Background: an optimization exercise with open tools, aiming at small area and a short achievable clock period. Do not read the settings as production practice. In this exercise RTL edits were held to simulation tests only and were not proved equivalent to the original. Power and IR drop assume default switching activity.

==> design/flow/design.v <==
module ignav_fs (
    input  wire         clk,
    input  wire         rst,
    input  wire         in_valid,
    input  wire [7:0]   in_byte,
    input  wire [31:0]  f_osc,
    input  wire [15:0]  week_in,
    input  wire         odo_en,
    output wire [1:0]   sync,
    output wire [1:0]   result,
    output wire         count,
    output wire [3:0]   diag,
    output wire [343:0] frame,
    output wire [95:0]  gyro,
    output wire [95:0]  acc,
    output wire [31:0]  delta,
    output wire [16:0]  week,
    output wire [64:0]  sow_ticks,
    output wire         odo_valid,
    output wire [16:0]  odo_dticks,
    output wire [71:0]  odo_span_ticks
);
    localparam [33:0] WEEK_S = 34'd604800;
    reg  [7:0]   sb_n;       
    reg          sv;         
    reg  [335:0] sr_n;       
    reg  [5:0]   len;
    wire [7:0] pb = ~sb_n;           
    wire [7:0] p0 = ~sr_n[7:0];
    wire [7:0] p1 = ~sr_n[15:8];
    wire [7:0] p2 = ~sr_n[23:16];
    wire       proc = sv & (len != 6'd0);
    wire [5:0] pi   = len - 6'd1;    
    wire [335:0] fbv = ~sr_n;
    wire [31:0] sow_fr  = {fbv[295:288],  fbv[303:296],  fbv[311:304],  fbv[319:312]};
    wire [31:0] pps_fr  = {fbv[263:256],  fbv[271:264],  fbv[279:272],  fbv[287:280]};
    wire [31:0] tick_fr = {fbv[231:224], fbv[239:232], fbv[247:240], fbv[255:248]};
    wire [15:0] odo_fr  = {fbv[23:16], fbv[31:24]};
    reg [31:0] F;
    reg        odo_en_q;
    reg [16:0] wk;
    reg        seeded, start, odo_seeded;
    reg [31:0] sow_c;        
    reg [31:0] pps_prev;
    reg [31:0] tick_prev;
    reg [31:0] s_prev;
    reg [31:0] d_prev;
    reg [15:0] odo_prev;
    reg [7:0]  csum;
    reg        pchg;         
    reg [31:0] D;            
    reg        tbor;
    reg [16:0] odo_dt;
    reg [3:0]  k4;
    reg        ge800, ge790;
    reg        carry, drift;
    reg [4:0]  cnt;
    reg        g_frame, g_ck, g_delta, g_samp, g_odo, g_lost, g_ckf;
    reg [3:0]  diag_q;
    wire [31:0] s = sow_c + {31'd0, pchg};
    wire        start_nxt = start | pchg;
    wire [7:0] csum_sum = csum + pb;
    reg  [7:0] tp_byte;
    always @* begin
        case (pi[1:0])
            2'b10:   tp_byte = tick_prev[7:0];
            2'b11:   tp_byte = tick_prev[15:8];
            2'b00:   tp_byte = tick_prev[23:16];
            default: tp_byte = tick_prev[31:24];
        endcase
    end
    wire       tb_in = (pi == 6'd10) ? 1'b0 : tbor;
    wire [8:0] tdiff = {1'b0, pb} - {1'b0, tp_byte} - {8'd0, tb_in};
    wire signed [16:0] odo_raw = $signed({pb[7], pb, p0}) - $signed({odo_prev[15], odo_prev});
    reg  signed [16:0] odo_wrap;
    always @* begin
        if (odo_raw < -17'sd32768)
            odo_wrap = odo_raw + 17'sd65536;
        else if (odo_raw >= 17'sd32767)
            odo_wrap = odo_raw - 17'sd65536;
        else
            odo_wrap = odo_raw;
    end
    reg [66:0] R1, R2;       
    reg [1:0]  mb1, mb2;     
    reg        pv1, pv2;     
    reg        bo1, bo2;     
    wire init_pre  = (cnt == 5'd1);
    wire init_main = (cnt == 5'd5);
    wire init      = init_pre | init_main;
    wire step      = (cnt >= 5'd2 && cnt <= 5'd4) || (cnt >= 5'd6 && cnt <= 5'd22);
    wire one1 = mb1[0] ^ pv1;
    wire two1 = (mb1[1] & ~mb1[0] & ~pv1) | (~mb1[1] & mb1[0] & pv1);
    wire one2 = mb2[0] ^ pv2;
    wire two2 = (mb2[1] & ~mb2[0] & ~pv2) | (~mb2[1] & mb2[0] & pv2);
    wire [34:0] Fx  = {3'b000, F};
    wire [34:0] F2x = {2'b00, F, 1'b0};
    wire [34:0] Dx  = {1'b0, D, 2'b00};
    wire [34:0] a1 = init ? Dx : {R1[66], R1[66], R1[66:34]};
    wire [34:0] a2 = init ? Dx : {R2[66], R2[66], R2[66:34]};
    wire        neg1 = step ? mb1[1] : init_pre;       
    wire [34:0] m1v  = step ? (({35{one1}} & Fx) | ({35{two1}} & F2x)) : 35'd0;
    wire [34:0] b1   = m1v ^ {35{neg1}};
    wire        c1   = step & mb1[1];
    wire        neg2 = step ? mb2[1] : 1'b0;
    wire [34:0] m2v  = step ? (({35{one2}} & Fx) | ({35{two2}} & F2x))
                            : (init_main ? {1'b0, d_prev, 2'b00} : 35'd0);
    wire [34:0] b2   = m2v ^ {35{neg2 | init_main}};
    wire        c2   = step ? mb2[1] : init_main;
    wire [34:0] sum1 = a1 + b1 + {34'd0, c1};
    wire [34:0] sum2 = a2 + b2 + {34'd0, c2};
    wire [4:0]  q     = cnt - 5'd5;                     
    wire [1:0]  s_ch  = (q[4]) ? 2'b00 : s[2*q[3:0] +: 2];
    wire [1:0]  sp_ch = (q[4]) ? 2'b00 : s_prev[2*q[3:0] +: 2];
    wire [1:0]  k_ch  = WEEK_S[2*q +: 2];
    wire        carry_n = ge800 | (ge790 & ~R2[66]);
    wire        cy     = init_main ? carry_n : carry;
    wire        bi1    = init_main ? 1'b0 : bo1;
    wire        bi2    = init_main ? 1'b0 : bo2;
    wire [2:0]  st1    = {1'b0, s_ch} - {1'b0, (cy ? k_ch : 2'b00)} - {2'b00, bi1};
    wire [2:0]  st2    = {1'b0, s_ch} - {1'b0, sp_ch} - {2'b00, bi2};
    wire [5:0]  ms1 = 6'b110110;
    wire [5:0]  ms2 = {2'b11, k4};
    wire [1:0]  pre_i = cnt[1:0] - 2'd1;                
    wire ck_ok    = (csum_sum == in_byte);
    wire complete = in_valid & (len == 6'd42);
    wire hdr_ok   = (pb == 8'h55) & (in_byte == 8'hAA);
    wire lost     = in_valid & (len == 6'd1) & ~hdr_ok;
    wire span_nz  = |R2;
    wire samp_c   = seeded & start_nxt & ~drift;
    always @(posedge clk) begin
        F        <= f_osc;
        odo_en_q <= odo_en;
        if (in_valid)
            sb_n <= ~in_byte;
        if (sv)
            sr_n <= {sr_n[327:0], sb_n};
        if (proc) begin
            if (pi == 6'd2)
                csum <= pb;
            else if (pi != 6'd41)
                csum <= csum_sum;
            if (pi == 6'd9)
                pchg <= ({pb, p0, p1, p2} != pps_prev);
            if (pi >= 6'd10 && pi <= 6'd13) begin
                D    <= {tdiff[7:0], D[31:8]};
                tbor <= tdiff[8];
            end
            if (pi == 6'd39)
                odo_dt <= odo_wrap;
            if (pi == 6'd13) begin
                k4    <= s[3:0];
                ge800 <= (s >= 32'd604800);
                ge790 <= (s >= 32'd604790);
            end
        end
        if (init | step)
            R1[66:34] <= sum1[34:2];
        if (init | step)
            R2[66:34] <= sum2[34:2];
        if (step) begin
            R1[33:0] <= {sum1[1:0], R1[33:2]};
            R2[33:0] <= {sum2[1:0], R2[33:2]};
        end
        if (init_main) begin
            carry <= carry_n;
            drift <= ~R1[66];
        end
        if (init_pre | (cnt >= 5'd2 && cnt <= 5'd3)) begin
            mb1 <= ms1[2*pre_i +: 2];
            mb2 <= ms2[2*pre_i +: 2];
        end else if (cnt >= 5'd5 && cnt <= 5'd21) begin
            mb1 <= st1[1:0];
            mb2 <= st2[1:0];
            bo1 <= st1[2];
            bo2 <= st2[2];
        end
        if (init) begin
            pv1 <= 1'b0;
            pv2 <= 1'b0;
        end else if (step) begin
            pv1 <= mb1[1];
            pv2 <= mb2[1];
        end
        if (cnt == 5'd6)
            wk <= wk + {16'd0, carry};
        else if (cnt < 5'd6)
            wk <= {1'b0, week_in};
        if (g_ck) begin
            pps_prev  <= pps_fr;
            tick_prev <= tick_fr;
            if (!seeded) begin
                sow_c <= sow_fr;
            end else begin
                sow_c <= s;
                if (g_samp && odo_en_q) begin
                    s_prev   <= s;
                    d_prev   <= D;
                    odo_prev <= odo_fr;
                end
            end
        end
        if (rst) begin
            sv         <= 1'b0;
            len        <= 6'd0;
            cnt        <= 5'd0;
            seeded     <= 1'b0;
            start      <= 1'b0;
            odo_seeded <= 1'b0;
            g_frame    <= 1'b0;
            g_ck       <= 1'b0;
            g_delta    <= 1'b0;
            g_samp     <= 1'b0;
            g_odo      <= 1'b0;
            g_lost     <= 1'b0;
            g_ckf      <= 1'b0;
            diag_q     <= 4'd0;
        end else begin
            sv <= in_valid;
            if (in_valid) begin
                if (len == 6'd1)
                    len <= hdr_ok ? 6'd2 : 6'd0;
                else if (len == 6'd42)
                    len <= 6'd0;
                else
                    len <= len + 6'd1;
            end
            if (proc && pi == 6'd13)
                cnt <= 5'd1;
            else if (cnt != 5'd0 && cnt != 5'd23)
                cnt <= cnt + 5'd1;
            if (g_ck) begin
                seeded <= 1'b1;
                if (seeded) begin
                    start <= start_nxt;
                    if (g_samp && odo_en_q)
                        odo_seeded <= 1'b1;
                end
            end
            g_frame <= complete;
            g_ck    <= complete & ck_ok;
            g_ckf   <= complete & ~ck_ok;
            g_delta <= complete & ck_ok & seeded;
            g_samp  <= complete & ck_ok & samp_c;
            g_odo   <= complete & ck_ok & samp_c & odo_en_q & odo_seeded & span_nz;
            g_lost  <= lost;
            if (lost)
                diag_q <= 4'd1;
            else if (complete & ~ck_ok)
                diag_q <= 4'd2;
            else if (complete & ~seeded)
                diag_q <= 4'd3;
            else if (complete & ~start_nxt)
                diag_q <= 4'd4;
            else if (complete & drift)
                diag_q <= 4'd5;
            else
                diag_q <= 4'd0;
        end
    end
    genvar gi;
    generate
        for (gi = 0; gi < 42; gi = gi + 1) begin : g_fr
            assign frame[8*gi +: 8] = ~(sr_n[8*(41-gi) +: 8] | {8{~g_frame}});
        end
        for (gi = 0; gi < 12; gi = gi + 1) begin : g_fl
            assign gyro[8*gi +: 8] = ~(sr_n[8*(41-(14+gi)) +: 8] | {8{~g_ck}});
            assign acc[8*gi +: 8]  = ~(sr_n[8*(41-(26+gi)) +: 8] | {8{~g_ck}});
        end
    endgenerate
    assign frame[343:336] = ~(sb_n | {8{~g_frame}});
    assign sync           = {g_lost, g_frame};
    assign result         = {g_ckf, g_samp};
    assign count          = g_samp;
    assign diag           = diag_q;
    assign delta          = D & {32{g_delta}};
    assign week           = wk & {17{g_samp}};
    assign sow_ticks      = {1'b0, R1[63:0] & {64{g_samp}}};
    assign odo_valid      = g_odo;
    assign odo_dticks     = odo_dt & {17{g_odo}};
    assign odo_span_ticks = {{6{R2[66]}}, R2[65:0]} & {72{g_odo}};
endmodule
==> design/flow/run.sh <==
#!/bin/bash
# synth_recipe.tcl (not shown) runs the flow's synth.tcl, then flattens the netlist and writes it again
# the make line also repeats each setting of config.mk as NAME=value (left out here)
make -C /OpenROAD-flow-scripts/flow DESIGN_CONFIG=/design/flow/config.mk WORK_HOME=/design/flow/orfs CLKGATE_MAP_FILE= SYNTH_SCRIPT=/design/flow/synth_recipe.tcl finish
==> design/flow/config.mk <==
export PLATFORM = sky130hd
export DESIGN_NAME = ignav_fs
export DESIGN_NICKNAME = ignav_fs
export VERILOG_FILES = /design/flow/design.v
export SDC_FILE = /design/flow/constraint.sdc
export NUM_CORES = 4
export LEC_CHECK = 0
export CAP_MARGIN = 20
export CORE_MARGIN = 2
export CORE_UTILIZATION = 40
export SLEW_MARGIN = 20
==> design/flow/constraint.sdc <==
create_clock -name core_clock -period 32.0 [get_ports {clk}]
set_input_delay 6.4000 -clock core_clock [delete_from_list [all_inputs] [get_ports {clk}]]
set_output_delay 6.4000 -clock core_clock [all_outputs]
set_load 0.01 [all_outputs]
==> impl_metrics.yaml <==
floorplan:
  row_count: 117
  coreArea_mm2: 0.102
  die_x_um: 325
  start_util: 0.404
  pin_count: 809
  dieHeight_um: 325
  dieArea_mm2: 0.105
logic_synthesis:
  synth_top_flop_cell: "edfxtp_1"
  synth.top_cells.by_area: "edfxtp_1 54%, nor2b_1 8.4%, ha_1 3.7%, and2_1 3.2%, dfxtp_1 3.0%"
  postSynthAreaPerCell_um2: 11.3
  synth_area_mm2: 0.0411
  yosys.area.top_type: "edfxtp_1"
  synth_fa_ha_area_frac: 0.0426
  synth_edf_count: 743
  ys_seq_area_frac: 0.572
  synth-xor-area-share: 0.0468
  synth_cells: 3632
  yosysUniqueCellTypes: 92
  ys_seq_elements: 804
  synth_top_family_by_area: "simple AND/OR/NAND/NOR gates"
  synthDominantCellAreaShare: 0.542
  yosysWarnings: 1
  synth-compound-area-share: 0.0818
  synth-async-reset-ratio: 0
  synth.mux.area_fraction: 0.0161
  synth_simple_gate_area_frac: 0.200
outcome:
  outcome: "finished clean"
pwr:
  switching_share: 0.270
  ir_worst_vdd_v: 0.0000432
  power_density_mw_per_mm2: 51.2
  switchingPower_mw: 0.741
  p_comb_frac: 0.138
  seq_power_share: 0.453
  total_leakage_power_nw: 19.7
  p_int_mw: 2.01
  pwr-share-clk: 0.409
global_routing:
  gr-total-overflow: 0
  grt_start_max_net_pins: 160
  antenna_found_initial: 7
  grt_usage: 0.262
  grt_pass1_vias: 29741
  grt_pass1_wl_um: 206000
timing:
  hold_viol_final: 0
  whs_ps: 440
  fin_tns_setup_ps: 0
  rsz0062_at_grt: "false"
  setup_violations: 0
  finalClockSkew_ps: 22.6
  max_freq_ghz: 0.100
  slew_viol_final: 0
  final.min_clock_period_ps: 9950
  worst_slew_pin_slew_ps: 1120
  worst_slew_margin_rel: 0.254
  finalCritPeriodShare: 0.311
cts:
  cts_buffers: 90
  post_cts_resized: 0
  cts_num_sinks: 804
  clk_path_buf_depth: 3
  cts_setup_buffers: 0
  cts_max_level: 3
  cts_root_buf: "clkbuf_16"
  cts.clk_slew.worst_paths_ps: 60
  cts_hold_repair.buffers: 0
  clkLatencyLatePin_ps: 680
  cts_tree: "built"
critical_path:
  setup.worst_path.end_class: "output port"
  arrival_ps: 3550
  cp_max_fo: 108
  path_class: "reg -> out"
  required_ps: 25600
  cp-startpoint: "g_frame"
  critPathLaunchType: "flip-flop"
  rr_startpoint: "cnt[0]"
layout:
  final_core_util: 0.527
  register_area_mm2: 0.0235
  fin_area_mm2: 0.0537
  final_cells: 5824
  fillerInstances: 8994
  multi_input_comb_area_mm2: 0.0160
  fin_nets: 4568
  syn_to_final_growth_pct: 30.6
  drive_gt1_frac: 0.0573
routing:
  drc_errors: 0
  routed_via_density: 5.26
  vias: 30643
  drt_iter0_markers: 2665
  antenna_left: 0
  routedWlPerCell_um: 24.5
  routed_wl_um: 142000
  dr.pass1.iters: 5
place:
  place.port_buffers: 806
  placed_cell_area_mm2: 0.0505
  place_congestion: 0.884
  dpl.hpwl_um: 104000
  placedCellCount: 5651
hold_path:
  hp-start: "R1[14]"
  holdCritPathClass: "reg -> reg"
run:
  cap_violations: 0
-- area by class of cell --
| class | count | area share |
|---|---|---|
| Sequential cell | 804 | 0.438 |
| Clock buffer | 107 | 0.0454 |
| Inverter | 213 | 0.0149 |
| Multi-Input combinational cell | 2423 | 0.299 |
| Timing Repair Buffer | 843 | 0.156 |
| Tap cell | 1368 | 0.0319 |
| Antenna cell | 3 | 0.000140 |
| Clock inverter | 63 | 0.0147 |
-- placed cells by master, fill, tap and decap left out, types with 44 or more instances in the layout --
cell / instances
a21o_1: 44
a21oi_1: 193
a22oi_1: 65
and2_1: 210
clkbuf_16: 92
clkdlybuf4s50_1: 806
dfxtp_1: 56
edfxtp_1: 743
ha_1: 121
inv_1: 210
nand2_1: 248
nand3_1: 53
nor2_1: 220
nor2b_1: 552
nor3_1: 60
o21ai_0: 46
xnor2_1: 121
xor2_1: 94
-- registers in the layout (all words and copies together) (netlist names), 16 cells and up --
name       flops
sr_n         336
R1            67
R2            67
D             32
F             32
d_prev        32
pps_prev      32
s_prev        32
sow_c         32
tick_prev     32
odo_dt        17
wk            17
odo_prev      16
-- stage by stage --
stage	worst slack (ps)	power, mW
global placement	22520	1.64
detailed placement	22760	1.64
floorplan	20110	1.53
CTS	22010	2.77
global route	21860	2.85
finish	22050	2.75
-- logic make-up (layout without fill, tap and decap cells) --
| group | Yosys count | after routing |
|---|---|---|
| other | 1 | 5 |
| DFF | 804 | 804 |
| and+or+nand+nor | 1502 | 1502 |
| adders and majority gates | 133 | 133 |
| muxes | 47 | 47 |
| AOI/OAI and AO/OA | 521 | 521 |
| buffers and inverters | 406 | 1226 |
| xor gates and xnor gates | 218 | 218 |
-- routing by layer --
metal / vias up / track usage / part of all wire
met4: 6 / 0.0689 / 0.025
met1: 15019 / 0.349 / 0.43
met2: 1259 / 0.432 / 0.47
met5: - / 0 / 0.00022
li1: 14193 / - / -
met3: 166 / 0.0588 / 0.074
-- cell usage after synthesis (all sizes together), types with 11 or more instances --
cell type and n:
xnor2 121, nor4 35, nor2b 552, mux2i 26, clkbuf 161, nand2b 20, buf 32, a21o 44
fa 12, xor2 96, mux4 14, inv 211, nor3 64, nand2 252, a31oi 12, o21ai 61
ha 121, o211ai 11, and2 210, nor2 222, nand4 38, dfxtp 61, and4 12, o21bai 14
a22oi 65, o21a 15, a21oi 194, and3 13, o22ai 33, edfxtp 743, nand3 54
-- final timing paths --
path                     end  slack (ps)  cells past startpoint
setup / recovery  frame[192]       22050                      3
hold / removal        R1[12]         440                      0
setup reg to reg      R1[66]       24870                     24
hold reg to reg       R1[12]         440                      0
-- critical path, cell delays in order, from the launching register on --
cell             delay, ps
dfxtp_4                840
buf_4                  810
nor2b_1                410
clkdlybuf4s50_1        650
-- power by group through the flow --
stage,Combinational (mW),Sequential (mW),Clock [mW]
4_1_cts,0.377,1.24,1.15
5_1_grt,0.420,1.25,1.18
6_report,0.380,1.24,1.12
2_1_floorplan,0.276,1.25,0
3_3_place_gp,0.371,1.27,0
3_5_place_dp,0.375,1.27,0

==> static timing again, ports no longer ideal <==
The results above use ideal ports. As a check the final layout listed here was re-extracted and re-timed, cells and wires unchanged.
Step 1 assumes that a clkbuf_16 drives the clock port and a buf_2 every other input.
Step 2 adds t to the input delays and takes it off the output delays; t is the mean of the earliest and latest rising clock arrival at the registers after step 1. Input paths then give back, and output paths get back, about the clock's delay inside the block.
Three values: ideal ports, drivers, drivers and shift; two values: the first two.
t (ns): 0.738
slack for setup (ns): 22.046 / 21.979 / 22.716
worst hold slack (ns): 0.440 / 0.440 / 0.440
worst register clock-pin slew, ns: 0.07 / 0.07
After both steps setup and hold are still met in this run. For this run, drivers alone change the setup slack by -0.067 ns; drivers and shift together by +0.670 ns.
